This is an optimization exercise on Yosys and OpenROAD, whose aim is small area, not a production implementation.
RTL that was checked went through simulation tests only; none was proved equivalent to the original.
Function not checked in runs 4 to 6: the RTL went through the layout flow alone.
Power figures rest on the tool's default switching activity, not on a simulated workload.

[design/flow/config.mk]
export PLATFORM = sky130hd
export DESIGN_NAME = remimo_core
export DESIGN_NICKNAME = remimo_core
export VERILOG_FILES = /design/flow/design.v
export SDC_FILE = /design/flow/constraint.sdc
export NUM_CORES = 4
export LEC_CHECK = 0
export ABC_AREA = 1
export CAP_MARGIN = 20
export CORE_MARGIN = 2
export CORE_UTILIZATION = 65
export SLEW_MARGIN = 20
[design/flow/constraint.sdc]
create_clock -name core_clock -period 10.0 [get_ports {clk}]
set_input_delay 2.0000 -clock core_clock [delete_from_list [all_inputs] [get_ports {clk}]]
set_output_delay 2.0000 -clock core_clock [all_outputs]
set_load 0.01 [all_outputs]
[design/flow/design.v]
module remimo_core (
    input  wire        clk,
    input  wire        rst,         
    output wire        mem_req,
    output wire        mem_we,
    output wire [15:0] mem_addr,
    output wire [15:0] mem_wdata,
    input  wire        mem_ready,
    input  wire [15:0] mem_rdata,
    output wire        halted,
    output wire [1:0]  cause,       
    output wire [15:0] pc,
    output wire [15:0] r0,
    output wire [15:0] r1,
    output wire [15:0] r2,
    output wire [15:0] r3,
    output wire [3:0]  flags        
);
    localparam S_INIT  = 3'd0;
    localparam S_FETCH = 3'd1;
    localparam S_EXEC  = 3'd2;
    localparam S_ACC   = 3'd3;
    localparam S_P2    = 3'd4;
    localparam S_REST  = 3'd5;
    localparam S_HALT  = 3'd6;
    localparam S_LS1   = 3'd7;
    reg [2:0]  state;
    reg [1:0]  cause_q;
    reg [3:0]  cnt;
    reg [15:0] pc_q, t;
    reg [15:0] x0, x1, x2, x3;
    reg [1:0]  lrd, lrs;
    reg        lst;                  
    reg        c;                    
    reg        pcc;                  
    reg        fc, fn, fv, fz;
    wire init  = (state == S_INIT);
    wire fetch = (state == S_FETCH);
    wire exec  = (state == S_EXEC);
    wire acc   = (state == S_ACC);
    wire p2    = (state == S_P2);
    wire rest  = (state == S_REST);
    wire ls1   = (state == S_LS1);
    wire [3:0] op     = t[15:12];
    wire       is_alu = (op[3:2] == 2'b00);
    wire       is_ls  = ls1;
    wire       is_sh  = (op == 4'd6);
    wire       is_mvi = (op == 4'd7);
    wire       is_b   = (op == 4'd8);
    wire       is_bc  = (op == 4'd9);
    wire       immf   = (lrd == lrs);
    wire       first  = (cnt == 4'd0);
    wire       lo     = ~cnt[3];           
    reg [1:0] imm_d;
    always @(*) begin
        case (cnt[1:0])
            2'd0: imm_d = t[1:0];
            2'd1: imm_d = t[3:2];
            2'd2: imm_d = t[5:4];
            default: imm_d = t[7:6];
        endcase
    end
    reg [1:0] rd_o, rs_o;
    always @(*) begin
        case (lrd)
            2'd0: rd_o = x0[1:0];
            2'd1: rd_o = x1[1:0];
            2'd2: rd_o = x2[1:0];
            default: rd_o = x3[1:0];
        endcase
        case (lrs)
            2'd0: rs_o = x0[1:0];
            2'd1: rs_o = x1[1:0];
            2'd2: rs_o = x2[1:0];
            default: rs_o = x3[1:0];
        endcase
    end
    wire       sub    = (op[1:0] == 2'd3) & ~is_ls;
    wire [1:0] alu_b  = immf ? (cnt[2] ? 2'b00 : {imm_d[1] & (cnt[1:0] != 2'd3), imm_d[0]}) : rs_o;
    wire [1:0] add_a  = is_ls ? rs_o : rd_o;
    wire [1:0] add_b  = is_ls ? (cnt[2] ? 2'b00 : t[1:0]) : (sub ? ~alu_b : alu_b);
    wire       cin_r  = ~immf & t[5] & fc & ~is_ls;
    wire       c_in   = first ? (sub ? ~cin_r : cin_r) : c;
    wire       s_c1   = (add_a[0] & add_b[0]) | (c_in & (add_a[0] ^ add_b[0]));
    wire [1:0] s_sum;
    assign s_sum[0] = add_a[0] ^ add_b[0] ^ c_in;
    assign s_sum[1] = add_a[1] ^ add_b[1] ^ s_c1;
    wire       s_c2   = (add_a[1] & add_b[1]) | (s_c1 & (add_a[1] ^ add_b[1]));
    reg [1:0] alu_res;
    always @(*) begin
        case (op[1:0])
            2'd0: alu_res = rd_o & alu_b;
            2'd1: alu_res = rd_o | alu_b;
            default: alu_res = s_sum;
        endcase
    end
    wire alu_fo = ~immf & t[4];
    wire [2:0] sh_k    = t[3:1];
    wire       sh_b    = t[0];
    wire       sh_r    = t[6] | (t[3:0] == 4'd0);
    wire       l_copy  = lo & (cnt[2:0] <= ~sh_k);
    wire [3:0] cnt_inc = cnt + 4'd1;
    wire [1:0] sh_src  = sh_r ? (lo ? rs_o : {2{t[5] & c}})
                              : (lo ? 2'b00 : rd_o);
    wire [1:0] sh_v    = sh_b ? {sh_src[0], c} : sh_src;
    wire [1:0] sh_wb   = (~sh_r & l_copy) ? rs_o : (t[7] ? ~sh_v : sh_v);
    wire       sh_last = sh_r ? ((sh_b ? cnt : cnt_inc) == {1'b1, sh_k})
                              : (cnt == {1'b1, ~sh_k});
    wire       sh_rs   = lo;
    wire       sh_c    = ~(~sh_r & l_copy) & sh_src[1];
    wire [1:0] mvi_d  = (cnt[2] == t[8]) ? imm_d : 2'b00;
    wire [1:0] mvi_wb = t[9] ? ~mvi_d : mvi_d;
    reg taken;
    always @(*) begin
        case (t[11:8])
            4'd0:  taken = fz;
            4'd1:  taken = ~fz;
            4'd2:  taken = fc;
            4'd3:  taken = ~fc;
            4'd4:  taken = fn;
            4'd5:  taken = ~fn;
            4'd6:  taken = fv;
            4'd7:  taken = ~fv;
            4'd8:  taken = fc & ~fz;
            4'd9:  taken = ~fc | fz;
            4'd10: taken = (fn == fv);
            4'd11: taken = (fn != fv);
            4'd12: taken = ~fz & (fn == fv);
            4'd13: taken = fz | (fn != fv);
            4'd14: taken = 1'b0;
            default: taken = 1'b1;
        endcase
    end
    wire [1:0] off_d  = cnt[2] ? {2{t[7]}} : imm_d;
    wire [1:0] pa     = (p2 | rest) ? rd_o : pc_q[1:0];
    wire [1:0] pb     = (exec & is_bc & taken) ? off_d : 2'b00;
    wire       pci    = first ? ~rest : pcc;
    wire       p_c1   = (pa[0] & pb[0]) | (pci & (pa[0] ^ pb[0]));
    wire [1:0] p_sum;
    assign p_sum[0] = pa[0] ^ pb[0] ^ pci;
    assign p_sum[1] = pa[1] ^ pb[1] ^ p_c1;
    wire       p_c2   = (pa[1] & pb[1]) | (p_c1 & (pa[1] ^ pb[1]));
    reg        rd_en, rs_en, pc_en, t_sh, last;
    reg [1:0]  wb, pc_in;
    always @(*) begin
        rd_en = 1'b0;
        rs_en = 1'b0;
        pc_en = 1'b0;
        t_sh  = 1'b0;
        last  = 1'b0;
        wb    = 2'b00;
        pc_in = p_sum;
        if (exec) begin
            pc_en = lo;
            last  = (cnt == 4'd7);
            if (is_alu) begin
                rd_en = 1'b1;
                rs_en = 1'b1;
                wb    = alu_fo ? rd_o : alu_res;
            end else if (is_sh) begin
                rd_en = 1'b1;
                rs_en = sh_rs;
                wb    = sh_wb;
                last  = sh_last;
            end else if (is_mvi) begin
                rd_en = 1'b1;
                wb    = mvi_wb;
            end else if (is_b) begin
                pc_in = ~cnt[2] ? imm_d : cnt[1] ? 2'b00 : cnt[0] ? t[11:10] : t[9:8];
            end
        end else if (ls1) begin
            pc_en = 1'b1;
            rd_en = 1'b1;
            rs_en = 1'b1;
            t_sh  = 1'b1;
            wb    = pc_q[1:0];
            pc_in = s_sum;
            last  = (cnt == 4'd7);
        end else if (p2 | rest) begin
            rd_en = 1'b1;
            pc_en = 1'b1;
            t_sh  = 1'b1;
            wb    = t[1:0];
            last  = (cnt == 4'd7);
        end else if (init) begin
            pc_en = 1'b1;
            pc_in = 2'b00;
            last  = (cnt == 4'd7);
        end
    end
    wire en0 = init | (rd_en & (lrd == 2'd0)) | (rs_en & (lrs == 2'd0));
    wire en1 = init | (rd_en & (lrd == 2'd1)) | (rs_en & (lrs == 2'd1));
    wire en2 = init | (rd_en & (lrd == 2'd2)) | (rs_en & (lrs == 2'd2));
    wire en3 = init | (rd_en & (lrd == 2'd3)) | (rs_en & (lrs == 2'd3));
    wire [1:0] in0 = init ? 2'b00 : (rd_en & (lrd == 2'd0)) ? wb : x0[1:0];
    wire [1:0] in1 = init ? 2'b00 : (rd_en & (lrd == 2'd1)) ? wb : x1[1:0];
    wire [1:0] in2 = init ? 2'b00 : (rd_en & (lrd == 2'd2)) ? wb : x2[1:0];
    wire [1:0] in3 = init ? 2'b00 : (rd_en & (lrd == 2'd3)) ? wb : x3[1:0];
    always @(posedge clk) begin
        if (en0) x0 <= {in0, x0[15:2]};
        if (en1) x1 <= {in1, x1[15:2]};
        if (en2) x2 <= {in2, x2[15:2]};
        if (en3) x3 <= {in3, x3[15:2]};
        if (pc_en) pc_q <= {pc_in, pc_q[15:2]};
        if ((fetch & mem_ready) | (acc & mem_ready & ~lst))
            t <= mem_rdata;
        else if (t_sh)
            t <= {rd_o, t[15:2]};
        if (fetch & mem_ready) begin
            lrd <= mem_rdata[11:10];
            lrs <= mem_rdata[9:8];
            lst <= mem_rdata[12];
        end
    end
    always @(posedge clk) begin
        if (exec & is_sh)
            c <= sh_c;
        else
            c <= s_c2;
        pcc <= p_c2;
    end
    always @(posedge clk) begin
        if (rst) begin
            fc <= 1'b0;
            fn <= 1'b0;
            fv <= 1'b0;
            fz <= 1'b0;
        end else if (exec & is_alu & t[7]) begin
            fz <= (first | fz) & (alu_res == 2'b00);
            if (last) begin
                fc <= op[1] & (s_c2 ^ sub);
                fn <= alu_res[1];
                fv <= op[1] & (sub ? ((rd_o[1] != alu_b[1]) & (rd_o[1] == s_sum[1]))
                                   : ((rd_o[1] == alu_b[1]) & (rd_o[1] != s_sum[1])));
            end
        end
    end
    always @(posedge clk) begin
        if (rst) begin
            state   <= S_INIT;
            cause_q <= 2'd0;
            cnt     <= 4'd0;
        end else begin
            case (state)
                S_INIT, S_P2, S_REST, S_EXEC, S_LS1: begin
                    cnt <= cnt_inc;
                    if (last) begin
                        cnt <= 4'd0;
                        if (rest) begin
                            state   <= S_HALT;
                            cause_q <= 2'd3;
                        end else if (ls1)
                            state <= s_c2 ? S_REST : S_ACC;
                        else
                            state <= S_FETCH;
                    end
                end
                S_FETCH: begin
                    if (pc_q[15]) begin
                        state   <= S_HALT;
                        cause_q <= 2'd1;
                    end else if (mem_ready) begin
                        if (mem_rdata[15:12] > 4'd9) begin
                            state   <= S_HALT;
                            cause_q <= 2'd2;
                        end else if (mem_rdata[15:13] == 3'b010)
                            state <= S_LS1;
                        else
                            state <= S_EXEC;
                    end
                end
                S_ACC: begin
                    if (mem_ready)
                        state <= S_P2;
                end
                default: ;    
            endcase
        end
    end
    assign mem_req   = (fetch & ~pc_q[15]) | acc;
    assign mem_we    = acc & lst;
    assign mem_addr  = pc_q;
    assign mem_wdata = t;
    assign halted = (state == S_HALT);
    assign cause  = cause_q;
    assign pc     = pc_q;
    assign r0     = x0;
    assign r1     = x1;
    assign r2     = x2;
    assign r3     = x3;
    assign flags  = {fc, fn, fv, fz};
endmodule
[design/flow/flow/run.sh]
#!/bin/bash
# The standard ORFS layout (standard.sh), built with these changes:
#  - synthesis: the standard flow's own synthesis script, but Yosys's abc maps the logic
#    with flow/area.abc (an area-oriented script) and adders are left to abc;
#    the registers, their names and cell types are those of the standard
#    synthesis.
#  - every port is buffered with the smallest buffer cell;
#  - the clock tree uses small buffers and no dummy loads.
# Each tool's output goes to its own log here and under orfs/logs.
set -euo pipefail
W=$PWD
export BUFFER_PORTS_ARGS="-buffer_cell sky130_fd_sc_hd__buf_1"
export CTS_ARGS="-sink_clustering_enable -repair_clock_nets -buf_list sky130_fd_sc_hd__clkbuf_4 -dont_use_dummy_load -sink_clustering_size 20 -sink_clustering_max_diameter 60"
{
  head -n 1 synth_recipe.tcl
  echo "proc abc {args} { set i [lsearch -exact \$args -script]; if {\$i >= 0} { lset args [expr {\$i + 1}] $W/flow/area.abc }; yosys abc {*}\$args }"
  tail -n +2 synth_recipe.tcl
} > flow_synth.tcl
sed "s#SYNTH_SCRIPT=[^ ]*#SYNTH_SCRIPT=$W/flow_synth.tcl ADDER_MAP_FILE=#" standard.sh > flow_standard.sh
bash flow_standard.sh > standard_flow.log 2>&1
[design/flow/flow/area.abc]
strash
&get -n
&fraig -x
&put
scorr
dc2
dretime
strash
&get -n
&dch -f
&nf -R 1000
&put
[design/flow/standard.sh]
#!/bin/bash
# synth_recipe.tcl (not shown) runs the flow's synth.tcl, then flattens the netlist and writes it again
# the make line also repeats each setting of config.mk as NAME=value (left out here)
make -C /OpenROAD-flow-scripts/flow DESIGN_CONFIG=/design/flow/config.mk WORK_HOME=/design/flow/orfs CLKGATE_MAP_FILE= SYNTH_SCRIPT=/design/flow/synth_recipe.tcl "${@:-finish}"
==> results of run 1 <==
kinds of logic (layout without fill, tap and decap cells):
kind of cell / count (synthesis) / after routing / synth area share, %
AO/OA/AOI/OAI: 119 / 119 / 13.6
XOR/XNOR: 24 / 24 / 3.89
adder cells (fa/ha/maj): 3 / 3 / 0.555
buffers and inverters: 29 / 171 / 3.47
flip-flops: 116 / 116 / 61.6
multiplexers: 19 / 19 / 4.30
AND/OR/NAND/NOR: 143 / 143 / 12.5
registers in the layout, indices dropped and copies added, names as in the netlist, 2 cells and up:
name / cells
x2: 16
pc_q: 16
cause_q: 2
lrs: 2
t: 16
x1: 16
lrd: 2
cnt: 4
x3: 16
state: 3
x0: 16
layer usage:
| layer | global-route usage [%] | routed length, microns | up-vias |
|---|---|---|---|
| li1 | - | - | 2006 |
| met1 | 41.4 | 5480 | 2064 |
| met2 | 46.8 | 6330 | 309 |
| met3 | 7.51 | 1350 | 35 |
| met4 | 12.3 | 276 | 0 |
| met5 | 0 | 0 | - |
cells in the mapped netlist (3+ instances only):
cell type / number / share of area, %
nand2_1: 46 / 3.2
xnor2_1: 12 / 1.9
nor2_1: 40 / 2.8
nand3_1: 9 / 0.83
nor4_1: 7 / 0.81
or2_0: 3 / 0.35
a31oi_1: 9 / 1.0
a221oi_1: 3 / 0.49
a311oi_1: 5 / 0.81
o211ai_1: 6 / 0.83
maj3_1: 3 / 0.56
nand2b_1: 8 / 0.93
buf_4: 21 / 2.9
o21ai_0: 37 / 3.4
a21o_1: 3 / 0.42
nor3_1: 8 / 0.74
mux2_1: 14 / 2.9
edfxtp_1: 101 / 56
a211oi_1: 4 / 0.56
clkinv_1: 8 / 0.56
dfxtp_1: 15 / 5.6
a22oi_1: 7 / 0.97
xor2_1: 12 / 1.9
o22ai_1: 5 / 0.58
nor2b_1: 8 / 0.93
a21oi_1: 28 / 2.6
mux2i_1: 3 / 0.56
through the flow:
step	hold slack (ps)	cell area (sq um)	util, %
after floorplan	481	5410	-
after global placement	429	5960	73.3
after detailed placement	433	5960	73.3
after CTS	432	6090	74.9
after global routing	447	6090	74.9
final	438	6090	74.9
cells in the final DEF, fill, tap and decap left out, types with 4 or more instances in the layout:
cell / instances
buf_1: 139
edfxtp_1: 101
nand2_1: 46
nor2_1: 40
o21ai_0: 34
a21oi_1: 28
clkbuf_4: 17
dfxtp_1: 15
mux2_1: 14
xor2_1: 12
xnor2_1: 12
a31oi_1: 9
nand3_1: 9
clkinv_1: 8
nor2b_1: 8
nand2b_1: 8
nor3_1: 8
nor4_1: 7
a22oi_1: 7
buf_4: 7
o211ai_1: 6
a311oi_1: 5
o22ai_1: 5
a211oi_1: 4
how the worst max path moves through the flow:
stage / start / end / slack [ps] / cells past startpoint
after floorplan: state[1] / x0[15] / 6550 / 13
after global placement: state[1] / x1[15] / 5980 / 13
after detailed placement: state[1] / x2[15] / 5780 / 13
after CTS: state[1] / x2[15] / 5750 / 13
after global routing: state[1] / x2[15] / 5290 / 13
final: state[1] / x2[15] / 5610 / 13
critical path, stage by stage, from the launching register on:
cell	delay [ps]
dfxtp_1	560
clkinv_1	280
nor2_1	610
nor2_1	220
mux2_1	360
mux2i_1	230
maj3_1	260
xnor2_1	150
a221oi_1	460
nand2_1	90
a31oi_1	180
nor2_1	60
a221oi_1	470
o21ai_0	170
power by group:
group | switching [mW] | leakage (nW) | internal [mW]
Combinational | 0.427 | 0.800 | 0.215
Clock | 0.144 | 0.0782 | 0.0776
Sequential | 0.153 | 1.21 | 0.779
Total | 0.724 | 2.09 | 1.07
cell type report:
type | instances | share of cell area [%]
clock buffers | 17 | 2.10
inverters | 8 | 0.493
multi-input cells | 308 | 31.1
flip-flops and latches | 116 | 54.7
well taps | 105 | 2.16
repair buffers | 146 | 9.43
==> impl_metrics.env, run 1 <==
export IMPL_clock_root_buffer="clkbuf_4"
export IMPL_drv_cap=0
export IMPL_overflow=0
export IMPL_rr_worst_depth=13
export IMPL_synthCells=453
export IMPL_setup_viol=0
export IMPL_dpl_hpwl_microns=9990
export IMPL_p_leak_nw=2.09
export IMPL_power_mw=1.80
export IMPL_pre_cts_slack_ps=5780
export IMPL_synth_edf_count=101
export IMPL_skew_ps=32.0
export IMPL_pin_count=140
export IMPL_worstSkewPairLatency_ps=500
export IMPL_path_class="reg2reg"
export IMPL_die_area_sq_um=9060
export IMPL_num_rows=33
export IMPL_areaGrowthSynthToFinish_pct=12.6
export IMPL_numCtsBuffers=17
export IMPL_rr_endpoint="x2[15]"
export IMPL_setup_tns_ps=0
export IMPL_first_global_vias=3968
export IMPL_hold_class="reg2reg"
export IMPL_yosysWarnings=1
export IMPL_nFillCells=577
export IMPL_die_y_microns=95.2
export IMPL_nNetsFinal=616
export IMPL_cts_tree="yes"
export IMPL_ys_ff_latch=116
export IMPL_avgSynthCellArea_sq_um=11.9
export IMPL_grt_max_degree=21
export IMPL_post_route_min_period_ps=4390
export IMPL_endpoint_kind="flip-flop"
export IMPL_hold_viol=0
export IMPL_antenna_found_initial=0
export IMPL_fp_coreArea_sq_um=8130
export IMPL_cts_sink_count=116
export IMPL_crit_reg2reg_launch="state[1]"
export IMPL_synth_cell_types=47
export IMPL_firstDrtPassIters=5
export IMPL_drc=0
export IMPL_place_congestion=0.969
export IMPL_setup_ws_ps=5610
export IMPL_fin_crit_sh_pct=43.9
export IMPL_hold_depth=0
export IMPL_cts_repair_resized=0
export IMPL_r2r_slack_ps=5610
export IMPL_seq_area_sq_um=3330
export IMPL_dieWidth_microns=95.2
export IMPL_finalNonFillerCells=700
export IMPL_cp_required_ps=10200
export IMPL_seq_area_frac_synth_pct=61.6
export IMPL_clk_pin_slew_ps=90
export IMPL_wire_per_inst_microns=19.2
export IMPL_p_per_area_nw_per_um2=295
export IMPL_crit_arrival_ps=4590
export IMPL_io_buffers=139
export IMPL_syn_area_sq_um=5410
export IMPL_wl_microns=13400
export IMPL_drv_slew=0
export IMPL_drive_gt1_share_pct=4.54
export IMPL_placed_cells=683
export IMPL_startpoint_type="flip-flop"
export IMPL_num_vias=4414
export IMPL_multi_input_area_sq_um=1890
export IMPL_start_util_pct=66.5
export IMPL_synth_nets=472
export IMPL_cp_max_fo=11
export IMPL_max_freq_mhz=228
export IMPL_rsz0062_at_grt="no"
export IMPL_grt_pass1_wl_microns=20500
export IMPL_grt_use_total_pct=30.3
export IMPL_ir_worst_vdd_v=0.000165
export IMPL_ctsHoldBuffers=0
export IMPL_async_reset_ff_share_pct=0
export IMPL_post_cts_buffers=0
export IMPL_hold_start="x1[2]"
export IMPL_viasPerCell=6.31
export IMPL_hold_end="x1[0]"
export IMPL_worstMarginPinSlew_ps=949
export IMPL_ctsHtreeMaxLevel=4
export IMPL_ant_nets=0
export IMPL_synthFlopType="edfxtp_1"
export IMPL_slew_headroom_pct=36.2
export IMPL_outcome="finished clean"
export IMPL_clock_path_buffers=2
export IMPL_drt_iter0_drc=440
export IMPL_diodes=0
==> run 2, diff against run 1 <==
--- a/design/flow/config.mk
+++ b/design/flow/config.mk
@@ -8,5 +8,5 @@
 export ABC_AREA = 1
 export CAP_MARGIN = 20
 export CORE_MARGIN = 2
-export CORE_UTILIZATION = 65
+export CORE_UTILIZATION = 40
 export SLEW_MARGIN = 20
==> run 2 against run 1 <==
  * Critical path depth is the same
  * Cell area is 1.4% higher
  * Combinational power shrank 2%
  * Global-route usage down 11 points
  * Still clean on timing, DRC and antenna
  * Core utilization is 28 points lower
  * Worst hold slack improved by 6.0 ps
  * Power is 1.2% lower
==> impl_metrics.env, run 2 <==
export IMPL_worstSkewPairLatency_ps=540
export IMPL_synth_edf_count=101
export IMPL_crit_arrival_ps=4560
export IMPL_num_rows=42
export IMPL_io_buffers=139
export IMPL_seq_area_frac_synth_pct=61.6
export IMPL_numCtsBuffers=17
export IMPL_skew_ps=50.0
export IMPL_synthCells=453
export IMPL_hold_class="reg2reg"
export IMPL_overflow=0
export IMPL_crit_family="compound AO/OA/AOI/OAI gates"
export IMPL_die_area_sq_um=14500
export IMPL_worstMarginPinSlew_ps=1030
export IMPL_clock_path_buffers=2
export IMPL_yosys_top_cells_area="edfxtp_1 (56%), dfxtp_1 (5.6%), o21ai_0 (3.4%)"
export IMPL_path_cells="clkinv_1 -> nor2_1 -> nor2_1 -> mux2_1 -> mux2i_1 -> maj3_1 -> xnor2_1 -> a221oi_1 -> nand2_1 -> a31oi_1 -> nor2_1 -> a221oi_1 -> o21ai_0"
export IMPL_worst_path_buf_inv=1
export IMPL_mostFrequentLayoutCells="buf_1 (139), edfxtp_1 (101), nand2_1 (46)"
export IMPL_async_reset_ff_share_pct=0
export IMPL_nFillCells=1277
export IMPL_synth_top_area_share_pct=56.1
export IMPL_clk_pin_slew_ps=90
export IMPL_dieWidth_microns=120
export IMPL_avgSynthCellArea_sq_um=11.9
export IMPL_critPathSlowestCell="nor2_1"
export IMPL_slew_headroom_pct=30.7
export IMPL_p_leak_nw=2.08
export IMPL_firstDrtPassIters=5
export IMPL_start_util_pct=40.8
export IMPL_post_cts_buffers=0
export IMPL_first_global_vias=3769
export IMPL_ant_nets=0
export IMPL_synth_nets=472
export IMPL_grt_pass1_wl_microns=20600
export IMPL_p_per_area_nw_per_um2=287
export IMPL_synth_common_cells="edfxtp_1 (101), nand2_1 (46), nor2_1 (40), o21ai_0 (37), a21oi_1 (28)"
export IMPL_endpoint_kind="flip-flop"
export IMPL_ys_ff_latch=116
export IMPL_crit_top_cell="nor2_1"
export IMPL_synthFlopType="edfxtp_1"
export IMPL_setup_tns_ps=0
export IMPL_drv_cap=0
export IMPL_grt_max_degree=21
export IMPL_cts_sink_count=116
export IMPL_hold_viol=0
export IMPL_grt_use_total_pct=18.9
export IMPL_areaGrowthSynthToFinish_pct=14.2
export IMPL_setup_viol=0
export IMPL_drc=0
export IMPL_synth_cell_types=47
export IMPL_drt_iter0_drc=356
export IMPL_max_freq_mhz=232
export IMPL_place_congestion=0.924
export IMPL_clock_root_buffer="clkbuf_4"
export IMPL_cp_required_ps=10240
export IMPL_num_vias=4200
export IMPL_drive_gt1_share_pct=4.55
export IMPL_cts_repair_resized=0
export IMPL_fp_coreArea_sq_um=13200
export IMPL_yosysWarnings=1
export IMPL_path_class="reg2reg"
export IMPL_yosysMostFrequentCell="edfxtp_1"
export IMPL_die_y_microns=120
export IMPL_rsz0062_at_grt="no"
export IMPL_outcome="finished clean"
export IMPL_ir_worst_vdd_v=0.0000971
export IMPL_antenna_found_initial=0
export IMPL_startpoint_type="flip-flop"
export IMPL_holdWs_ps=444
export IMPL_drv_slew=0
export IMPL_viasPerCell=5.45
export IMPL_syn_area_sq_um=5410
export IMPL_cp_max_fo=11
export IMPL_cts_tree="yes"
export IMPL_final_common_cell="buf_1"
export IMPL_pin_count=140
export IMPL_ctsHtreeMaxLevel=4
export IMPL_synth_top_cell_by_area="edfxtp_1"
export IMPL_fin_crit_sh_pct=43.1
export IMPL_post_route_min_period_ps=4310
export IMPL_dpl_hpwl_microns=9890
export IMPL_nNetsFinal=615
export IMPL_ctsHoldBuffers=0
export IMPL_slowest_delay_ps=570
export IMPL_diodes=0
export IMPL_wire_per_inst_microns=17.5
export IMPL_wl_microns=13500
## run 2: cell counts after synthesis
Identical to the previous run, type by type.
## run 2: cell families after synthesis
logic type               Yosys count  synth area share (%)
buffers and inverters             29                  3.47
flip-flops                       116                  61.6
XOR/XNOR                          24                  3.89
AO/OA/AOI/OAI                    119                  13.6
multiplexers                      19                  4.30
AND/OR/NAND/NOR                  143                  12.5
adder cells (fa/ha/maj)            3                 0.555
## run 2: layout make-up
cell class,instances,area (sq um),share of cell area (%)
multi-input combinational,308,1900,30.7
sequential,116,3330,54.0
timing repair buffer,145,567,9.18
inverter,8,30.0,0.486
clock buffer,17,128,2.07
tap,176,220,3.57
## run 2: worst paths after layout
path                  from     end  slack [ps]  cells past startpoint
setup reg to reg  state[1]  x0[15]        5690                     13
setup / recovery  state[1]  x0[15]        5690                     13
hold reg to reg     x0[14]  x0[12]         440                      0
hold / removal      x0[14]  x0[12]         440                      0
## run 2: metal layers
metal	routed length [microns]	part of all wire, %	track usage (%)
met3	1010	7.5	4.86
met2	5940	44	27.6
met5	0	0	0
met1	6140	46	26.4
met4	394	2.9	8.87
## run 2: power breakdown
group	internal, mW	switching [mW]	leakage [nW]
Clock	0.0773	0.141	0.0782
Combinational	0.212	0.415	0.797
Sequential	0.779	0.148	1.21
## run 2: worst register-to-register path: cells and delay by family (launching register included)
kind            cells  cell delay (ps)
flops               1              530
compound gates      4             1360
simple gates        4              930
xor+xnor            1              140
mux                 2              580
buf+inv             1              250
fa+ha+maj           1              280
## run 2: through the flow
stage	instances	power (mW)	utilization [%]	setup WS (ps)	instance area, sq um
floorplan	453	1.33	-	6550	5410
detailed placement	753	1.57	45.7	5720	6050
global placement	753	1.56	45.7	5870	6050
finish	770	1.77	46.6	5690	6180
global route	770	1.90	46.6	5300	6180
CTS	770	1.79	46.6	5740	6180
==> run 3, diff against run 2 <==
--- a/design/flow/design.v
+++ b/design/flow/design.v
@@ -97,40 +97,33 @@
     wire alu_fo = ~immf & t[4];
     wire [2:0] sh_k    = t[3:1];
     wire       sh_b    = t[0];
-    wire       sh_r    = t[6] | (t[3:0] == 4'd0);
+    wire       sh_r    = t[6];
     wire       l_copy  = lo & (cnt[2:0] <= ~sh_k);
     wire [3:0] cnt_inc = cnt + 4'd1;
     wire [1:0] sh_src  = sh_r ? (lo ? rs_o : {2{t[5] & c}})
                               : (lo ? 2'b00 : rd_o);
     wire [1:0] sh_v    = sh_b ? {sh_src[0], c} : sh_src;
     wire [1:0] sh_wb   = (~sh_r & l_copy) ? rs_o : (t[7] ? ~sh_v : sh_v);
-    wire       sh_last = sh_r ? ((sh_b ? cnt : cnt_inc) == {1'b1, sh_k})
-                              : (cnt == {1'b1, ~sh_k});
+    wire [3:0] sh_cmp  = (sh_r & ~sh_b) ? cnt_inc : cnt;
+    wire       sh_last = (sh_cmp == {1'b1, sh_k ^ {3{~sh_r}}});
     wire       sh_rs   = lo;
     wire       sh_c    = ~(~sh_r & l_copy) & sh_src[1];
     wire [1:0] mvi_d  = (cnt[2] == t[8]) ? imm_d : 2'b00;
     wire [1:0] mvi_wb = t[9] ? ~mvi_d : mvi_d;
-    reg taken;
-    always @(*) begin
-        case (t[11:8])
-            4'd0:  taken = fz;
-            4'd1:  taken = ~fz;
-            4'd2:  taken = fc;
-            4'd3:  taken = ~fc;
-            4'd4:  taken = fn;
-            4'd5:  taken = ~fn;
-            4'd6:  taken = fv;
-            4'd7:  taken = ~fv;
-            4'd8:  taken = fc & ~fz;
-            4'd9:  taken = ~fc | fz;
-            4'd10: taken = (fn == fv);
-            4'd11: taken = (fn != fv);
-            4'd12: taken = ~fz & (fn == fv);
-            4'd13: taken = fz | (fn != fv);
-            4'd14: taken = 1'b0;
-            default: taken = 1'b1;
-        endcase
-    end
+    reg tk_base;
+    always @(*) begin
+        case (t[11:9])
+            3'd0: tk_base = fz;
+            3'd1: tk_base = fc;
+            3'd2: tk_base = fn;
+            3'd3: tk_base = fv;
+            3'd4: tk_base = fc & ~fz;
+            3'd5: tk_base = (fn == fv);
+            3'd6: tk_base = ~fz & (fn == fv);
+            default: tk_base = 1'b0;
+        endcase
+    end
+    wire taken = tk_base ^ t[8];
     wire [1:0] off_d  = cnt[2] ? {2{t[7]}} : imm_d;
     wire [1:0] pa     = (p2 | rest) ? rd_o : pc_q[1:0];
     wire [1:0] pb     = (exec & is_bc & taken) ? off_d : 2'b00;
@@ -230,8 +223,7 @@
             if (last) begin
                 fc <= op[1] & (s_c2 ^ sub);
                 fn <= alu_res[1];
-                fv <= op[1] & (sub ? ((rd_o[1] != alu_b[1]) & (rd_o[1] == s_sum[1]))
-                                   : ((rd_o[1] == alu_b[1]) & (rd_o[1] != s_sum[1])));
+                fv <= op[1] & ~(add_a[1] ^ add_b[1]) & (add_a[1] ^ s_sum[1] ^ sub);
             end
         end
     end
--- a/design/flow/config.mk
+++ b/design/flow/config.mk
@@ -8,5 +8,5 @@
 export ABC_AREA = 1
 export CAP_MARGIN = 20
 export CORE_MARGIN = 2
-export CORE_UTILIZATION = 40
+export CORE_UTILIZATION = 65
 export SLEW_MARGIN = 20
==> run 3 against run 2 <==
  * Clock skew shrank 7.9 ps
  * Critical endpoint is now x3[15]
  * Worst hold slack got worse by 17 ps
  * Combinational power rose by 45%
  * Critical path depth up 2
==> impl_metrics.env, run 3 <==
export IMPL_outcome="finished clean"
export IMPL_grt_use_total_pct=29.9
export IMPL_drv_cap=0
export IMPL_critPathSlowestCell="dfxtp_1"
export IMPL_syn_area_sq_um=5410
export IMPL_ctsHoldBuffers=0
export IMPL_cts_repair_resized=0
export IMPL_setup_tns_ps=0
export IMPL_post_route_min_period_ps=4250
export IMPL_synthFlopType="edfxtp_1"
export IMPL_dieWidth_microns=95.2
export IMPL_seq_area_frac_synth_pct=61.6
export IMPL_slowest_delay_ps=600
export IMPL_worstSkewPairLatency_ps=490
export IMPL_die_y_microns=95.2
export IMPL_io_buffers=139
export IMPL_clock_root_buffer="clkbuf_4"
export IMPL_pre_cts_slack_ps=5850
export IMPL_ant_nets=0
export IMPL_max_freq_mhz=235
export IMPL_crit_end="x3[15]"
export IMPL_drive_gt1_share_pct=4.42
export IMPL_p_per_area_nw_per_um2=357
export IMPL_final_area_sq_um=6080
export IMPL_crit_reg2reg_launch="cnt[0]"
export IMPL_grt_pass1_wl_microns=19900
export IMPL_viasPerCell=6.25
export IMPL_slew_headroom_pct=34.3
export IMPL_first_global_vias=3705
export IMPL_areaGrowthSynthToFinish_pct=12.4
export IMPL_fp_coreArea_sq_um=8130
export IMPL_r2r_slack_ps=5750
export IMPL_diodes=0
export IMPL_die_area_sq_um=9060
export IMPL_ctsHtreeMaxLevel=4
export IMPL_rsz0062_at_grt="no"
export IMPL_crit_arrival_ps=4420
export IMPL_yosysWarnings=1
export IMPL_synth_nets=466
export IMPL_dpl_hpwl_microns=9970
export IMPL_path_cells="nor2b_1 -> a22oi_1 -> a31oi_1 -> a22oi_1 -> nor2_1 -> mux2i_1 -> xor2_1 -> o21ai_0 -> xor2_1 -> a221oi_1 -> nand2_1 -> o211ai_1 -> a31oi_1 -> a221oi_1 -> o21ai_0"
export IMPL_cp_max_fo=13
export IMPL_worst_path_buf_inv=0
export IMPL_utilization_pct=74.8
export IMPL_cts_tree="yes"
export IMPL_synth_top_area_share_pct=56.1
export IMPL_p_comb_share_pct=42.0
export IMPL_num_vias=4332
export IMPL_synth_edf_count=101
export IMPL_firstDrtPassIters=7
export IMPL_drt_iter0_drc=486
export IMPL_antenna_found_initial=0
export IMPL_grt_max_degree=20
export IMPL_nFillCells=594
export IMPL_finalNonFillerCells=693
export IMPL_synth_common_cells="edfxtp_1 (101), nor2_1 (46), nand2_1 (44), a21oi_1 (28), o21ai_0 (25)"
export IMPL_startpoint_type="flip-flop"
export IMPL_skew_ps=42.1
export IMPL_place_congestion=0.921
export IMPL_post_cts_buffers=0
export IMPL_ys_ff_latch=116
export IMPL_crit_family="compound AO/OA/AOI/OAI gates"
export IMPL_swShare_pct=43.4
export IMPL_pin_count=140
export IMPL_p_leak_nw=2.13
export IMPL_p_seq_share_pct=47.7
export IMPL_worstSetupPathDepth=15
export IMPL_cts_sink_count=116
export IMPL_numCtsBuffers=17
export IMPL_nNetsFinal=609
export IMPL_hold_viol=0
export IMPL_endpoint_kind="flip-flop"
export IMPL_mostFrequentLayoutCells="buf_1 (139), edfxtp_1 (101), nor2_1 (46)"
export IMPL_fin_crit_sh_pct=42.5
export IMPL_yosysMostFrequentCell="edfxtp_1"
export IMPL_synth_cell_types=51
export IMPL_placed_cells=676
export IMPL_final_common_cell="buf_1"
export IMPL_hold_class="reg2reg"
export IMPL_yosys_top_cells_area="edfxtp_1 (56%), dfxtp_1 (5.6%), mux2_1 (3.3%)"
export IMPL_power_share_clock_pct=10.3
export IMPL_netSwitchingPower_mw=0.942
export IMPL_placed_area_sq_um=5950
export IMPL_wl_microns=13500
export IMPL_clk_pin_slew_ps=110
export IMPL_rr_worst_depth=15
export IMPL_num_rows=33
export IMPL_synthCells=447
export IMPL_p_int_mw=1.23
export IMPL_holdWs_ps=427
export IMPL_wire_per_inst_microns=19.5
export IMPL_setup_ws_ps=5750
export IMPL_drv_slew=0
export IMPL_drc=0
export IMPL_avgSynthCellArea_sq_um=12.1
export IMPL_start_util_pct=66.5
export IMPL_worstMarginPinSlew_ps=983
export IMPL_rr_endpoint="x3[15]"
export IMPL_cp_required_ps=10170
export IMPL_synth_top_cell_by_area="edfxtp_1"
export IMPL_setup_viol=0
export IMPL_overflow=0
export IMPL_async_reset_ff_share_pct=0
export IMPL_power_mw=2.17
export IMPL_ir_worst_vdd_v=0.000192
export IMPL_crit_start="cnt[0]"
export IMPL_clock_path_buffers=2
export IMPL_path_class="reg2reg"
==> run 3: changes by cell type after synthesis, moves of 3 or more <==
cell | previous run | this run
o21ai_0 | 37 | 25
nor2_1 | 40 | 46
xnor2_1 | 12 | 18
a31oi_1 | 9 | 4
nor4_1 | 7 | 2
mux2i_1 | 3 | 7
a21o_1 | 3 | 0
xor2_1 | 12 | 9
==> run 3: layer usage <==
layer  vias up  track usage, %  wire length [microns]
li1       1959               -                      -
met1      2054            43.6                   5550
met2       291            44.7                   6210
met3        28            6.17                   1470
met4         0            11.0                    293
met5         -               0                      0
==> run 3: power groups by stage <==
stage	registers, mW	clock network, mW	logic (mW)
after CTS	1.03	0.226	0.906
after global placement	1.02	0	0.877
after floorplan	1.07	0	0.545
after detailed placement	1.04	0	0.907
after global routing	1.06	0.244	1.00
final	1.03	0.224	0.910
==> run 3: layout make-up <==
class / instances / area, sq um / area share, %
clock buffer: 17 / 128 / 2.10
inverter: 8 / 30.0 / 0.494
multi-input combinational: 301 / 1880 / 31.0
sequential: 116 / 3330 / 54.8
tap: 105 / 131 / 2.16
timing repair buffer: 146 / 574 / 9.44
==> run 3: worst min-delay path by stage <==
stage / startpoint / to / slack (ps) / cells after the start
5_1_grt: x3[15] / x3[13] / 440 / 0
3_3_place_gp: x1[7] / x1[5] / 430 / 0
3_5_place_dp: x1[6] / x1[4] / 430 / 0
4_1_cts: x3[15] / x3[13] / 430 / 0
2_1_floorplan: cause_q[0] / cause_q[0] / 470 / 2
6_report: x3[15] / x3[13] / 430 / 0
==> run 3: cell families after synthesis <==
| logic type | synth area share, % |
|---|---|
| mux | 5.04 |
| compound gates | 12.8 |
| xor+xnor | 4.37 |
| buf+inv | 3.61 |
| flops | 61.6 |
| fa+ha+maj | 0.185 |
| simple gates | 12.3 |
==> run 4, diff against run 3 <==
--- a/design/flow/design.v
+++ b/design/flow/design.v
@@ -16,16 +16,17 @@
     output wire [15:0] r3,
     output wire [3:0]  flags        
 );
-    localparam S_INIT  = 3'd0;
-    localparam S_FETCH = 3'd1;
-    localparam S_EXEC  = 3'd2;
-    localparam S_ACC   = 3'd3;
-    localparam S_P2    = 3'd4;
-    localparam S_REST  = 3'd5;
-    localparam S_HALT  = 3'd6;
-    localparam S_LS1   = 3'd7;
-    reg [2:0]  state;
-    reg [1:0]  cause_q;
+    localparam S_INIT  = 4'd0;
+    localparam S_FETCH = 4'd1;
+    localparam S_EXEC  = 4'd2;
+    localparam S_ACC   = 4'd3;
+    localparam S_P2    = 4'd4;
+    localparam S_REST  = 4'd5;
+    localparam S_LS1   = 4'd7;
+    localparam S_HPC   = 4'd9;       
+    localparam S_HOP   = 4'd10;      
+    localparam S_HEA   = 4'd11;      
+    reg [3:0]  state;
     reg [3:0]  cnt;
     reg [15:0] pc_q, t;
     reg [15:0] x0, x1, x2, x3;
@@ -230,7 +231,6 @@
     always @(posedge clk) begin
         if (rst) begin
             state   <= S_INIT;
-            cause_q <= 2'd0;
             cnt     <= 4'd0;
         end else begin
             case (state)
@@ -238,24 +238,21 @@
                     cnt <= cnt_inc;
                     if (last) begin
                         cnt <= 4'd0;
-                        if (rest) begin
-                            state   <= S_HALT;
-                            cause_q <= 2'd3;
-                        end else if (ls1)
+                        if (rest)
+                            state <= S_HEA;
+                        else if (ls1)
                             state <= s_c2 ? S_REST : S_ACC;
                         else
                             state <= S_FETCH;
                     end
                 end
                 S_FETCH: begin
-                    if (pc_q[15]) begin
-                        state   <= S_HALT;
-                        cause_q <= 2'd1;
-                    end else if (mem_ready) begin
-                        if (mem_rdata[15:12] > 4'd9) begin
-                            state   <= S_HALT;
-                            cause_q <= 2'd2;
-                        end else if (mem_rdata[15:13] == 3'b010)
+                    if (pc_q[15])
+                        state <= S_HPC;
+                    else if (mem_ready) begin
+                        if (mem_rdata[15:12] > 4'd9)
+                            state <= S_HOP;
+                        else if (mem_rdata[15:13] == 3'b010)
                             state <= S_LS1;
                         else
                             state <= S_EXEC;
@@ -273,8 +270,8 @@
     assign mem_we    = acc & lst;
     assign mem_addr  = pc_q;
     assign mem_wdata = t;
-    assign halted = (state == S_HALT);
-    assign cause  = cause_q;
+    assign halted = state[3];
+    assign cause  = state[1:0];
     assign pc     = pc_q;
     assign r0     = x0;
     assign r1     = x1;
==> design/flow/flow/area.abc (replaced) <==
strash
&get -n
&deepsyn -T 30
&put
&get -n
&dch -f
&nf -R 1000
&put
--- a/design/flow/config.mk
+++ b/design/flow/config.mk
@@ -6,7 +6,7 @@
 export NUM_CORES = 4
 export LEC_CHECK = 0
 export ABC_AREA = 1
-export CAP_MARGIN = 20
+export CAP_MARGIN = 0
 export CORE_MARGIN = 2
 export CORE_UTILIZATION = 65
-export SLEW_MARGIN = 20
+export SLEW_MARGIN = 0
==> run 4 against run 3 <==
  * Fmax up 6.9%
  * Count of clock-buffer cells in the layout unchanged
  * Cell area down 2.3%
  * Combinational power down 92%
  * Non-clock buffer count down 2
  * Critical path type is now reg2out
  * Largest power group unchanged
  * Highest routed layer unchanged
==> impl_metrics.env, run 4 <==
export IMPL_nNetsFinal=605
export IMPL_fp_coreArea_sq_um=7810
export IMPL_path_class="reg2out"
export IMPL_cts_repair_resized=0
export IMPL_viasPerCell=6.16
export IMPL_setup_tns_ps=0
export IMPL_multi_input_area_sq_um=1780
export IMPL_ys_ff_latch=115
export IMPL_max_freq_mhz=252
export IMPL_hold_class="reg2reg"
export IMPL_swShare_pct=24.2
export IMPL_endpoint_kind="output port"
export IMPL_outcome="finished clean"
export IMPL_post_cts_buffers=0
export IMPL_fin_crit_sh_pct=39.8
export IMPL_avgSynthCellArea_sq_um=11.9
export IMPL_diodes=0
export IMPL_synthFlopType="edfxtp_1"
export IMPL_slew_headroom_pct=24.3
export IMPL_grt_use_total_pct=29.5
export IMPL_async_reset_ff_share_pct=0
export IMPL_cp_required_ps=8000
export IMPL_post_route_min_period_ps=3980
export IMPL_numCtsBuffers=17
export IMPL_netSwitchingPower_mw=0.205
export IMPL_power_mw=0.845
export IMPL_ctsHtreeMaxLevel=4
export IMPL_wl_microns=12900
export IMPL_synth_edf_count=101
export IMPL_wire_per_inst_microns=18.8
export IMPL_ant_nets=0
export IMPL_io_buffers=139
export IMPL_skew_ps=32.7
export IMPL_dpl_hpwl_microns=9600
export IMPL_drv_cap=0
export IMPL_start_util_pct=67.9
export IMPL_synth_top_cell_by_area="edfxtp_1"
export IMPL_cts_sink_count=115
export IMPL_p_comb_share_pct=8.5
export IMPL_synthCells=447
export IMPL_synth_top_area_share_pct=57.2
export IMPL_die_area_sq_um=8890
export IMPL_power_share_clock_pct=25.9
export IMPL_startpoint_type="flip-flop"
export IMPL_yosys_top_cells_area="edfxtp_1 (57%), dfxtp_1 (5.3%), nand2_1 (4.0%)"
export IMPL_p_int_mw=0.640
export IMPL_met3WireLength_microns=1310
export IMPL_yosysWarnings=1
export IMPL_num_rows=32
export IMPL_num_vias=4224
export IMPL_p_leak_nw=2.18
export IMPL_antenna_found_initial=0
export IMPL_drc=0
export IMPL_clock_path_buffers=2
export IMPL_cts_tree="yes"
export IMPL_drv_slew=0
export IMPL_clk_pin_slew_ps=100
export IMPL_synth_common_cells="edfxtp_1 (101), nand2_1 (56), nor2_1 (37), o21ai_0 (30), a21oi_1 (28)"
export IMPL_ir_worst_vdd_v=0.000119
export IMPL_mostFrequentLayoutCells="buf_1 (139), edfxtp_1 (101), nand2_1 (56)"
export IMPL_die_y_microns=94.3
export IMPL_firstDrtPassIters=7
export IMPL_pin_count=140
export IMPL_routed_top_layer="met4"
export IMPL_grt_max_degree=21
export IMPL_hold_viol=0
export IMPL_dieWidth_microns=94.3
export IMPL_grt_pass1_wl_microns=19300
export IMPL_worstSkewPairLatency_ps=510
export IMPL_cp_max_fo=15
export IMPL_wl_met1_microns=5390
export IMPL_areaGrowthSynthToFinish_pct=12.1
export IMPL_finalNonFillerCells=686
export IMPL_ctsHoldBuffers=0
export IMPL_r2r_slack_ps=6070
export IMPL_yosysMostFrequentCell="edfxtp_1"
export IMPL_syn_area_sq_um=5300
export IMPL_seq_area_sq_um=3310
export IMPL_overflow=0
export IMPL_first_global_vias=3691
export IMPL_clock_root_buffer="clkbuf_4"
export IMPL_crit_arrival_ps=1980
export IMPL_final_common_cell="buf_1"
export IMPL_seq_area_frac_synth_pct=62.5
export IMPL_drt_iter0_drc=434
export IMPL_synth_cell_types=45
export IMPL_placed_cells=669
export IMPL_place_congestion=0.937
export IMPL_worstMarginPinSlew_ps=1130
export IMPL_p_per_area_nw_per_um2=142
export IMPL_synth_nets=466
export IMPL_drive_gt1_share_pct=4.11
export IMPL_p_seq_share_pct=65.7
export IMPL_nFillCells=560
export IMPL_setup_viol=0
export IMPL_rsz0062_at_grt="no"
export IMPL_holdWs_ps=434
export IMPL_wl_met2_microns=5840
run 4: changes by cell type after synthesis, sizes merged, moves of 5 or more:
cell    delta
a22oi      -5
nor3       +5
xnor2     -11
nor2       -9
nand2     +12
xor2       +6
a311oi     -5
o21ai      +5
run 4: cell families after synthesis:
kind of cell    share of synthesized area (%)
mux                                      4.89
buf+inv                                  4.04
compound gates                           10.8
flops                                    62.5
xor+xnor                                 3.64
simple gates                             13.8
fa+ha+maj                               0.378
run 4: stage by stage:
step | utilization, % | instance area (sq um) | setup slack [ps]
3_3_place_gp | 74.4 | 5810 | 5710
5_1_grt | 76.1 | 5940 | 5780
2_1_floorplan | - | 5300 | 6390
4_1_cts | 76.1 | 5940 | 6050
6_report | 76.1 | 5940 | 6020
3_5_place_dp | 74.4 | 5810 | 5530
run 4: layout make-up:
| class | instances | area share [%] |
|---|---|---|
| clock buffers | 17 | 2.15 |
| repair buffers | 144 | 9.42 |
| multi-input cells | 299 | 29.9 |
| inverters | 9 | 0.569 |
| flip-flops and latches | 115 | 55.8 |
| well taps | 102 | 2.15 |
run 4: path summary, 6_finish.rpt:
check,cells after the start,end,start
worst max-delay path,3,mem_req,state[1]
worst min-delay path,0,x0[9],x0[11]
worst max register to register,11,x2[15],cnt[0]
worst min register to register,0,x0[9],x0[11]
run 4: power groups by stage:
| stage | Combinational [mW] | Clock [mW] | Sequential (mW) |
|---|---|---|---|
| 2_1_floorplan | 0.0387 | 0 | 0.569 |
| 3_3_place_gp | 0.0684 | 0 | 0.563 |
| 3_5_place_dp | 0.0704 | 0 | 0.565 |
| 4_1_cts | 0.0708 | 0.222 | 0.555 |
| 5_1_grt | 0.0782 | 0.240 | 0.557 |
| 6_report | 0.0717 | 0.219 | 0.555 |
run 4: routing by layer:
metal	vias up	global-route usage, %
met5	-	0
met4	0	12.2
met3	44	6.34
met2	276	45.4
met1	1983	41.3
li1	1921	-
run 4: worst max-delay path, stage by stage (launching register included):
cell	delay, ps
dfxtp_1	640
clkinv_1	230
a21oi_1	420
buf_1	200
==> run 5, diff against run 4 <==
==> design/flow/flow/area.abc (replaced) <==
strash
&get -n
&fraig -x
&put
scorr
dc2
dretime
strash
&get -n
&dch -f
&nf -R 1000
&put
==> run 5 against run 4 <==
  * Highest routed layer unchanged
  * Die area up 0.56%
  * Largest power group unchanged
  * Worst setup slack worse by 54 ps
  * Critical path depth up 12
  * Cell area rose by 0.84%
  * Final cell count shrank 2.3%
  * First-iteration DRC count decreased by 2.3%
  * Combinational power rose to 13 times the previous value
  * Worst hold slack better by 4.0 ps
==> impl_metrics.env, run 5 <==
export IMPL_drt_iter0_drc=424
export IMPL_hold_end="x0[9]"
export IMPL_outcome="finished clean"
export IMPL_numCtsBuffers=17
export IMPL_nNetsFinal=586
export IMPL_critPathSlowestCell="dfxtp_1"
export IMPL_seq_area_sq_um=3310
export IMPL_synth_cell_types=46
export IMPL_drv_cap=0
export IMPL_setup_viol=0
export IMPL_die_area_sq_um=8940
export IMPL_wire_per_inst_microns=19.0
export IMPL_areaGrowthSynthToFinish_pct=12.3
export IMPL_first_global_vias=3677
export IMPL_yosysWarnings=1
export IMPL_drive_gt1_share_pct=4.96
export IMPL_cts_tree="yes"
export IMPL_cts_repair_resized=0
export IMPL_diodes=0
export IMPL_synth_nets=445
export IMPL_placed_area_sq_um=5860
export IMPL_crit_top_cell="o21ai_0"
export IMPL_clock_root_buffer="clkbuf_4"
export IMPL_crit_arrival_ps=4310
export IMPL_synth_top_family_by_area="compound AO/OA/AOI/OAI gates"
export IMPL_rsz0062_at_grt="no"
export IMPL_wl_microns=12700
export IMPL_worstMarginPinSlew_ps=1180
export IMPL_fin_crit_sh_pct=40.3
export IMPL_grt_use_total_pct=29.2
export IMPL_pin_count=140
export IMPL_avgSynthCellArea_sq_um=12.5
export IMPL_drv_slew=0
export IMPL_synthCells=426
export IMPL_synthAdderAreaFrac_pct=0.375
export IMPL_utilization_pct=74.0
export IMPL_ctsHoldBuffers=0
export IMPL_start_util_pct=65.9
export IMPL_cp_max_fo=12
export IMPL_path_class="reg2reg"
export IMPL_antenna_found_initial=0
export IMPL_synth_edf_count=101
export IMPL_place_congestion=0.964
export IMPL_cts_sink_count=115
export IMPL_max_freq_mhz=248
export IMPL_setup_tns_ps=0
export IMPL_drc=0
export IMPL_synthFlopType="edfxtp_1"
export IMPL_hold_start="x0[11]"
export IMPL_p_per_area_nw_per_um2=365
export IMPL_num_rows=33
export IMPL_hold_viol=0
export IMPL_firstDrtPassIters=5
export IMPL_dpl_hpwl_microns=9450
export IMPL_crit_reg2reg_launch="cnt[0]"
export IMPL_slowest_delay_ps=570
export IMPL_ctsHtreeMaxLevel=4
export IMPL_worstSkewPairLatency_ps=540
export IMPL_synth_compound_area_share_pct=12.6
export IMPL_r2r_slack_ps=5970
export IMPL_clk_pin_slew_ps=120
export IMPL_synth_xor_area_share_pct=4.27
export IMPL_p_leak_nw=2.09
export IMPL_dieWidth_microns=94.6
export IMPL_synth_top_area_share_pct=56.9
export IMPL_yosys_mux_area_fraction_pct=6.15
export IMPL_synth_common_cells="edfxtp_1 (101), nor2_1 (46), a21oi_1 (34), nand2_1 (28), buf_4 (24)"
export IMPL_synth_simple_gate_area_share_pct=10.8
export IMPL_worst_path_buf_inv=0
export IMPL_grt_pass1_wl_microns=19200
export IMPL_yosysMostFrequentCell="edfxtp_1"
export IMPL_syn_area_sq_um=5330
export IMPL_cp_required_ps=10280
export IMPL_mostFrequentLayoutCells="buf_1 (139), edfxtp_1 (101), nor2_1 (46)"
export IMPL_rr_worst_depth=15
export IMPL_startpoint_type="flip-flop"
export IMPL_final_area_sq_um=5990
export IMPL_seq_area_frac_synth_pct=62.1
export IMPL_async_reset_ff_share_pct=0
export IMPL_ant_nets=0
export IMPL_crit_start="cnt[0]"
export IMPL_slew_headroom_pct=20.3
export IMPL_rr_endpoint="x0[15]"
export IMPL_multi_input_area_sq_um=1820
export IMPL_die_y_microns=94.6
export IMPL_fp_coreArea_sq_um=8090
export IMPL_synth_top_cell_by_area="edfxtp_1"
export IMPL_yosys_top_cells_area="edfxtp_1 (57%), dfxtp_1 (5.3%), buf_4 (3.4%)"
export IMPL_final_common_cell="buf_1"
export IMPL_ir_worst_vdd_v=0.000209
export IMPL_endpoint_kind="flip-flop"
export IMPL_overflow=0
export IMPL_post_route_min_period_ps=4030
export IMPL_num_vias=4100
export IMPL_grt_max_degree=19
export IMPL_skew_ps=47.3
export IMPL_hold_depth=0
export IMPL_hold_class="reg2reg"
export IMPL_nFillCells=568
export IMPL_path_cells="nor2b_1 -> a22oi_1 -> a31oi_1 -> a22oi_1 -> o21ai_0 -> o31ai_1 -> xnor2_1 -> nand2b_1 -> o21ai_0 -> xnor2_1 -> a221oi_1 -> a21oi_1 -> nor3_1 -> o21ai_0 -> a32o_1"
export IMPL_crit_family="compound AO/OA/AOI/OAI gates"
export IMPL_clock_path_buffers=2
export IMPL_io_buffers=139
export IMPL_ys_ff_latch=115
export IMPL_post_cts_buffers=0
export IMPL_viasPerCell=6.12
run 5: changes by cell type after synthesis, moves of 4 or more:
| cell | delta |
|---|---|
| clkinv_1 | -4 |
| nor2b_1 | -6 |
| xor2_1 | -8 |
| xnor2_1 | +12 |
| a21oi_1 | +6 |
| nand3_1 | -8 |
| o21ai_0 | -8 |
| nor2_1 | +9 |
| a211oi_1 | +4 |
| nand2_1 | -28 |
| a22o_1 | +7 |
run 5: cell families (layout without fill, tap and decap cells):
| kind of cell | after synthesis | count (layout) |
|---|---|---|
| compound gates | 104 | 104 |
| xor+xnor | 26 | 26 |
| fa+ha+maj | 2 | 2 |
| buf+inv | 29 | 168 |
| flops | 115 | 115 |
| mux | 27 | 27 |
| simple gates | 123 | 123 |
run 5: final cells by class:
cell class	instances	share of cell area, %
well taps	105	2.19
clock buffers	17	2.13
multi-input cells	282	30.5
flip-flops and latches	115	55.3
repair buffers	146	9.59
inverters	5	0.313
run 5: power breakdown:
| group | internal [mW] | switching [mW] | leakage, nW |
|---|---|---|---|
| Combinational | 0.323 | 0.618 | 0.818 |
| Clock | 0.0772 | 0.140 | 0.0782 |
| Sequential | 0.847 | 0.181 | 1.19 |
run 5: worst max path at each step:
stage / cells after the start / endpoint / slack (ps)
floorplan: 15 / x0[15] / 6400
global placement: 3 / t[9] / 6130
detailed placement: 14 / x0[15] / 6030
CTS: 14 / x0[15] / 6020
global route: 14 / x0[15] / 5630
finish: 15 / x0[15] / 5970
run 5: routing by layer:
layer	vias up	routed length (microns)	global-route usage, %
met5	-	0	0
met1	1885	5380	42.3
met2	290	5650	42.3
li1	1880	-	-
met4	0	304	9.66
met3	45	1380	9.26
run 5: worst register-to-register path: cells and delay by family, from the launching register on:
family | cells | cell delay, ps
flops | 1 | 570
simple gates | 3 | 600
compound gates | 10 | 2180
xor+xnor | 2 | 460
run 5: per-stage QoR:
| stage | hold slack, ps | worst slack, ps | instances | power, mW |
|---|---|---|---|---|
| 2_1_floorplan | 464 | 6400 | 426 | 1.65 |
| 6_report | 438 | 5970 | 670 | 2.19 |
| 3_3_place_gp | 428 | 6130 | 653 | 1.92 |
| 5_1_grt | 444 | 5630 | 670 | 2.32 |
| 4_1_cts | 437 | 6020 | 670 | 2.18 |
| 3_5_place_dp | 432 | 6030 | 653 | 1.97 |
==> run 6, diff against run 5 <==
--- a/design/flow/design.v
+++ b/design/flow/design.v
@@ -19,10 +19,10 @@
     localparam S_INIT  = 4'd0;
     localparam S_FETCH = 4'd1;
     localparam S_EXEC  = 4'd2;
-    localparam S_ACC   = 4'd3;
     localparam S_P2    = 4'd4;
     localparam S_REST  = 4'd5;
-    localparam S_LS1   = 4'd7;
+    localparam S_LS1   = 4'd6;       
+    localparam S_ACC   = 4'd14;      
     localparam S_HPC   = 4'd9;       
     localparam S_HOP   = 4'd10;      
     localparam S_HEA   = 4'd11;      
@@ -31,17 +31,17 @@
     reg [15:0] pc_q, t;
     reg [15:0] x0, x1, x2, x3;
     reg [1:0]  lrd, lrs;
-    reg        lst;                  
     reg        c;                    
     reg        pcc;                  
     reg        fc, fn, fv, fz;
     wire init  = (state == S_INIT);
     wire fetch = (state == S_FETCH);
     wire exec  = (state == S_EXEC);
-    wire acc   = (state == S_ACC);
+    wire acc   = (state[3:1] == 3'b111);
+    wire lst   = state[0];           
     wire p2    = (state == S_P2);
     wire rest  = (state == S_REST);
-    wire ls1   = (state == S_LS1);
+    wire ls1   = (state[3:1] == 3'b011);
     wire [3:0] op     = t[15:12];
     wire       is_alu = (op[3:2] == 2'b00);
     wire       is_ls  = ls1;
@@ -52,6 +52,7 @@
     wire       immf   = (lrd == lrs);
     wire       first  = (cnt == 4'd0);
     wire       lo     = ~cnt[3];           
+    wire       end8   = &cnt[2:0];         
     reg [1:0] imm_d;
     always @(*) begin
         case (cnt[1:0])
@@ -146,7 +147,7 @@
         pc_in = p_sum;
         if (exec) begin
             pc_en = lo;
-            last  = (cnt == 4'd7);
+            last  = end8;
             if (is_alu) begin
                 rd_en = 1'b1;
                 rs_en = 1'b1;
@@ -169,17 +170,17 @@
             t_sh  = 1'b1;
             wb    = pc_q[1:0];
             pc_in = s_sum;
-            last  = (cnt == 4'd7);
+            last  = end8;
         end else if (p2 | rest) begin
             rd_en = 1'b1;
             pc_en = 1'b1;
             t_sh  = 1'b1;
             wb    = t[1:0];
-            last  = (cnt == 4'd7);
+            last  = end8;
         end else if (init) begin
             pc_en = 1'b1;
             pc_in = 2'b00;
-            last  = (cnt == 4'd7);
+            last  = end8;
         end
     end
     wire en0 = init | (rd_en & (lrd == 2'd0)) | (rs_en & (lrs == 2'd0));
@@ -203,7 +204,6 @@
         if (fetch & mem_ready) begin
             lrd <= mem_rdata[11:10];
             lrs <= mem_rdata[9:8];
-            lst <= mem_rdata[12];
         end
     end
     always @(posedge clk) begin
@@ -229,19 +229,17 @@
         end
     end
     always @(posedge clk) begin
+        cnt <= (~rst & (init | exec | ls1 | p2 | rest) & ~last) ? cnt_inc : 4'd0;
         if (rst) begin
             state   <= S_INIT;
-            cnt     <= 4'd0;
         end else begin
             case (state)
-                S_INIT, S_P2, S_REST, S_EXEC, S_LS1: begin
-                    cnt <= cnt_inc;
+                S_INIT, S_P2, S_REST, S_EXEC, S_LS1, S_LS1 + 4'd1: begin
                     if (last) begin
-                        cnt <= 4'd0;
                         if (rest)
                             state <= S_HEA;
                         else if (ls1)
-                            state <= s_c2 ? S_REST : S_ACC;
+                            state <= s_c2 ? S_REST : {3'b111, lst};
                         else
                             state <= S_FETCH;
                     end
@@ -253,12 +251,12 @@
                         if (mem_rdata[15:12] > 4'd9)
                             state <= S_HOP;
                         else if (mem_rdata[15:13] == 3'b010)
-                            state <= S_LS1;
+                            state <= {3'b011, mem_rdata[12]};
                         else
                             state <= S_EXEC;
                     end
                 end
-                S_ACC: begin
+                S_ACC, S_ACC + 4'd1: begin
                     if (mem_ready)
                         state <= S_P2;
                 end
@@ -270,7 +268,7 @@
     assign mem_we    = acc & lst;
     assign mem_addr  = pc_q;
     assign mem_wdata = t;
-    assign halted = state[3];
+    assign halted = state[3] & ~state[2];
     assign cause  = state[1:0];
     assign pc     = pc_q;
     assign r0     = x0;
--- a/design/flow/config.mk
+++ b/design/flow/config.mk
@@ -8,5 +8,5 @@
 export ABC_AREA = 1
 export CAP_MARGIN = 0
 export CORE_MARGIN = 2
-export CORE_UTILIZATION = 65
+export CORE_UTILIZATION = 50
 export SLEW_MARGIN = 0
==> run 6 against run 5 <==
  * Still clean
  * Cell area grew 0.27%
  * Core utilization shrank 16 points
  * Count of clock-buffer cells in the layout stayed put
  * Combinational power is essentially flat
  * Global-route usage down 6.0 points
  * Synthesized cell count up 0.70%
  * Final cell count up 5.2%
  * Critical path depth down 10
  * Wire length shrank 1.4%
  * Worst setup slack got worse by 230 ps
  * Power increased by 0.90%
  * Clock skew is 14 ps lower
  * Critical endpoint is now mem_req
==> impl_metrics.env, run 6 <==
export IMPL_use_met1_pct=33.3
export IMPL_drt_iter0_drc=331
export IMPL_clk_pin_slew_ps=100
export IMPL_yosysMostFrequentCell="edfxtp_1"
export IMPL_grt_pass1_wl_microns=19800
export IMPL_p_seq_share_pct=47.9
export IMPL_rr_endpoint="x2[15]"
export IMPL_yosys_top_cells_area="edfxtp_1 (57%), dfxtp_1 (5.3%), nor2_1 (3.9%)"
export IMPL_crit_arrival_ps=2260
export IMPL_dieWidth_microns=107
export IMPL_numCtsBuffers=17
export IMPL_rsz0062_at_grt="no"
export IMPL_drc=0
export IMPL_final_area_sq_um=6010
export IMPL_busiest_layer="met2"
export IMPL_pin_count=140
export IMPL_drive_gt1_share_pct=5.28
export IMPL_nFillCells=935
export IMPL_cp_max_fo=7
export IMPL_io_buffers=139
export IMPL_ctsHtreeMaxLevel=4
export IMPL_rr_worst_depth=13
export IMPL_num_vias=4012
export IMPL_ctsHoldBuffers=0
export IMPL_worstMarginPinSlew_ps=1050
export IMPL_placed_area_sq_um=5880
export IMPL_seq_area_frac_synth_pct=61.9
export IMPL_async_reset_ff_share_pct=0
export IMPL_synthFlopType="edfxtp_1"
export IMPL_netSwitchingPower_mw=0.936
export IMPL_final_common_cell="buf_1"
export IMPL_nNetsFinal=589
export IMPL_firstDrtPassIters=5
export IMPL_slew_headroom_pct=29.7
export IMPL_wire_per_inst_microns=17.8
export IMPL_synth_top_cell_by_area="edfxtp_1"
export IMPL_crit_start="state[0]"
export IMPL_post_route_min_period_ps=4260
export IMPL_wl_microns=12500
export IMPL_mostFrequentLayoutCells="buf_1 (139), edfxtp_1 (100), nor2_1 (55)"
export IMPL_p_int_mw=1.27
export IMPL_areaGrowthSynthToFinish_pct=13.3
export IMPL_setup_viol=0
export IMPL_finalNonFillerCells=705
export IMPL_r2r_slack_ps=5830
export IMPL_worstSkewPairLatency_ps=490
export IMPL_placed_cells=687
export IMPL_p_per_area_nw_per_um2=367
export IMPL_endpoint_kind="output port"
export IMPL_multi_input_area_sq_um=1830
export IMPL_ys_ff_latch=114
export IMPL_met3_usage_pct=7.23
export IMPL_synth_top_area_share_pct=56.7
export IMPL_startpoint_type="flip-flop"
export IMPL_grt_use_total_pct=23.2
export IMPL_antenna_found_initial=1
export IMPL_clock_path_buffers=2
export IMPL_power_mw=2.21
export IMPL_first_global_vias=3666
export IMPL_viasPerCell=5.69
export IMPL_synth_nets=448
export IMPL_drv_cap=0
export IMPL_synthCells=429
export IMPL_power_share_clock_pct=9.5
export IMPL_clock_root_buffer="clkbuf_4"
export IMPL_outcome="finished clean"
export IMPL_fin_crit_sh_pct=42.6
export IMPL_cts_sink_count=114
export IMPL_die_area_sq_um=11400
export IMPL_overflow=0
export IMPL_post_cts_buffers=0
export IMPL_seq_area_sq_um=3280
export IMPL_p_comb_share_pct=42.6
export IMPL_p_leak_nw=2.00
export IMPL_gr_usage_met2_pct=33.9
export IMPL_die_y_microns=107
export IMPL_holdWs_ps=437
export IMPL_synth_common_cells="edfxtp_1 (100), nor2_1 (55), nand2_1 (32), a21oi_1 (26)"
export IMPL_synth_edf_count=100
export IMPL_num_rows=37
export IMPL_start_util_pct=51.3
export IMPL_hold_class="reg2reg"
export IMPL_cp_required_ps=8000
export IMPL_avgSynthCellArea_sq_um=12.4
export IMPL_grt_max_degree=19
export IMPL_syn_area_sq_um=5300
export IMPL_max_freq_mhz=235
export IMPL_drv_slew=0
export IMPL_cts_tree="yes"
export IMPL_fp_coreArea_sq_um=10300
export IMPL_hold_viol=0
export IMPL_setup_tns_ps=0
export IMPL_synth_cell_types=43
export IMPL_dpl_hpwl_microns=9500
export IMPL_cts_repair_resized=0
export IMPL_swShare_pct=42.4
export IMPL_crit_end="mem_req"
export IMPL_ant_nets=0
export IMPL_yosysWarnings=1
export IMPL_crit_reg2reg_launch="cnt[0]"
export IMPL_skew_ps=33.3
export IMPL_place_congestion=0.969
export IMPL_ir_worst_vdd_v=0.000173
export IMPL_path_class="reg2out"
## run 6: cell count changes after synthesis, moves of 3 or more
cell,change
a211oi_1,+3
nor2_1,+9
nor2b_1,+4
nand2_1,+4
nor3_1,-3
nor4_1,+3
a21oi_1,-8
a22o_1,-5
## run 6: worst min-delay path by stage
stage	endpoint	slack, ps	cells after the start	start
after CTS	x1[13]	430	0	x1[15]
after global routing	x1[13]	450	0	x1[15]
final	x1[13]	440	0	x1[15]
after detailed placement	x2[6]	430	0	x2[8]
after global placement	x0[6]	430	0	x0[8]
after floorplan	x0[0]	500	0	x0[2]
## run 6: power by group through the flow
stage               Sequential [mW]  Combinational [mW]  Clock (mW)
CTS                            1.06               0.940       0.220
detailed placement             1.07               0.939           0
global route                   1.09                1.04       0.242
floorplan                      1.11               0.557           0
global placement               1.05               0.935           0
finish                         1.06               0.941       0.210
## run 6: routing by layer
metal | vias up | share of wire (%)
met2 | 181 | 46
met4 | 0 | 0.98
met3 | 7 | 6.3
li1 | 1883 | -
met1 | 1941 | 47
met5 | - | 0
## run 6: cell type report
cell class                 count  share of cell area (%)
inverter                       6                   0.375
timing repair buffer         146                    9.56
sequential                   114                    54.7
tap                          136                    2.83
multi-input combinational    285                    30.4
clock buffer                  17                    2.12
antenna                        1                  0.0417
## run 6: logic make-up (layout without fill, tap and decap cells)
logic type	Yosys count	count (layout)	synth area share (%)
xor gates and xnor gates	24	24	3.97
other	0	1	0
buffers and inverters	30	169	3.82
and+or+nand+nor	135	135	11.6
DFF	114	114	61.9
muxes	30	30	7.01
AOI/OAI and AO/OA	94	94	11.3
adders and majority gates	2	2	0.378
## run 6: critical path, stage by stage, from the launching register on
cell	delay (ps)
dfxtp_1	450
clkinv_1	210
nor4_1	680
nand2_1	160
nand2_1	130
buf_1	160
## run 6: through the flow
stage	worst slack, ps	utilization [%]
2_1_floorplan	5720	-
3_3_place_gp	5560	56.9
3_5_place_dp	5500	56.9
4_1_cts	5710	58.2
5_1_grt	5380	58.2
6_report	5740	58.2

[what the ideal ports hide]
No port has a modelled driver above. Below, the same layouts with a new extraction and two added sets of constraints. Step 1, drivers: a clkbuf_16 drives clk and a buf_2 each remaining input, both assumed. Step 2 adds t to the input delays and takes it off the output delays; t is the mean of the earliest and latest rising clock arrival at the registers after step 1. Input paths then give back, and output paths get back, about the clock's delay inside the block. Three values: ideal ports, drivers, drivers and shift; two values: the first two.
| run | t, ns | setup slack, ns | worst hold slack (ns) | worst setup path at the end | pins driven straight from the clock port |
|---|---|---|---|---|---|
| run 1 | 0.521 | 5.609 / 5.609 / 5.609 | 0.438 / 0.438 / 0.438 | register to register | 1 |
| run 2 | 0.551 | 5.687 / 5.687 / 5.687 | 0.444 / 0.444 / 0.444 | register to register | 1 |
| run 3 | 0.496 | 5.750 / 5.750 / 5.750 | 0.427 / 0.427 / 0.427 | register to register | 1 |
| run 4 | 0.524 | 6.024 / 5.994 / 5.536 | 0.434 / 0.434 / 0.434 | input to register | 1 |
| run 5 | 0.542 | 5.971 / 5.971 / 5.971 | 0.438 / 0.438 / 0.438 | register to register | 1 |
| run 6 | 0.512 | 5.739 / 5.705 / 5.526 | 0.437 / 0.437 / 0.437 | input to register | 1 |
After both steps every run listed still meets setup and hold. For run 4, which loses most, drivers alone change the setup slack by -0.030 ns; drivers and shift together by -0.488 ns.
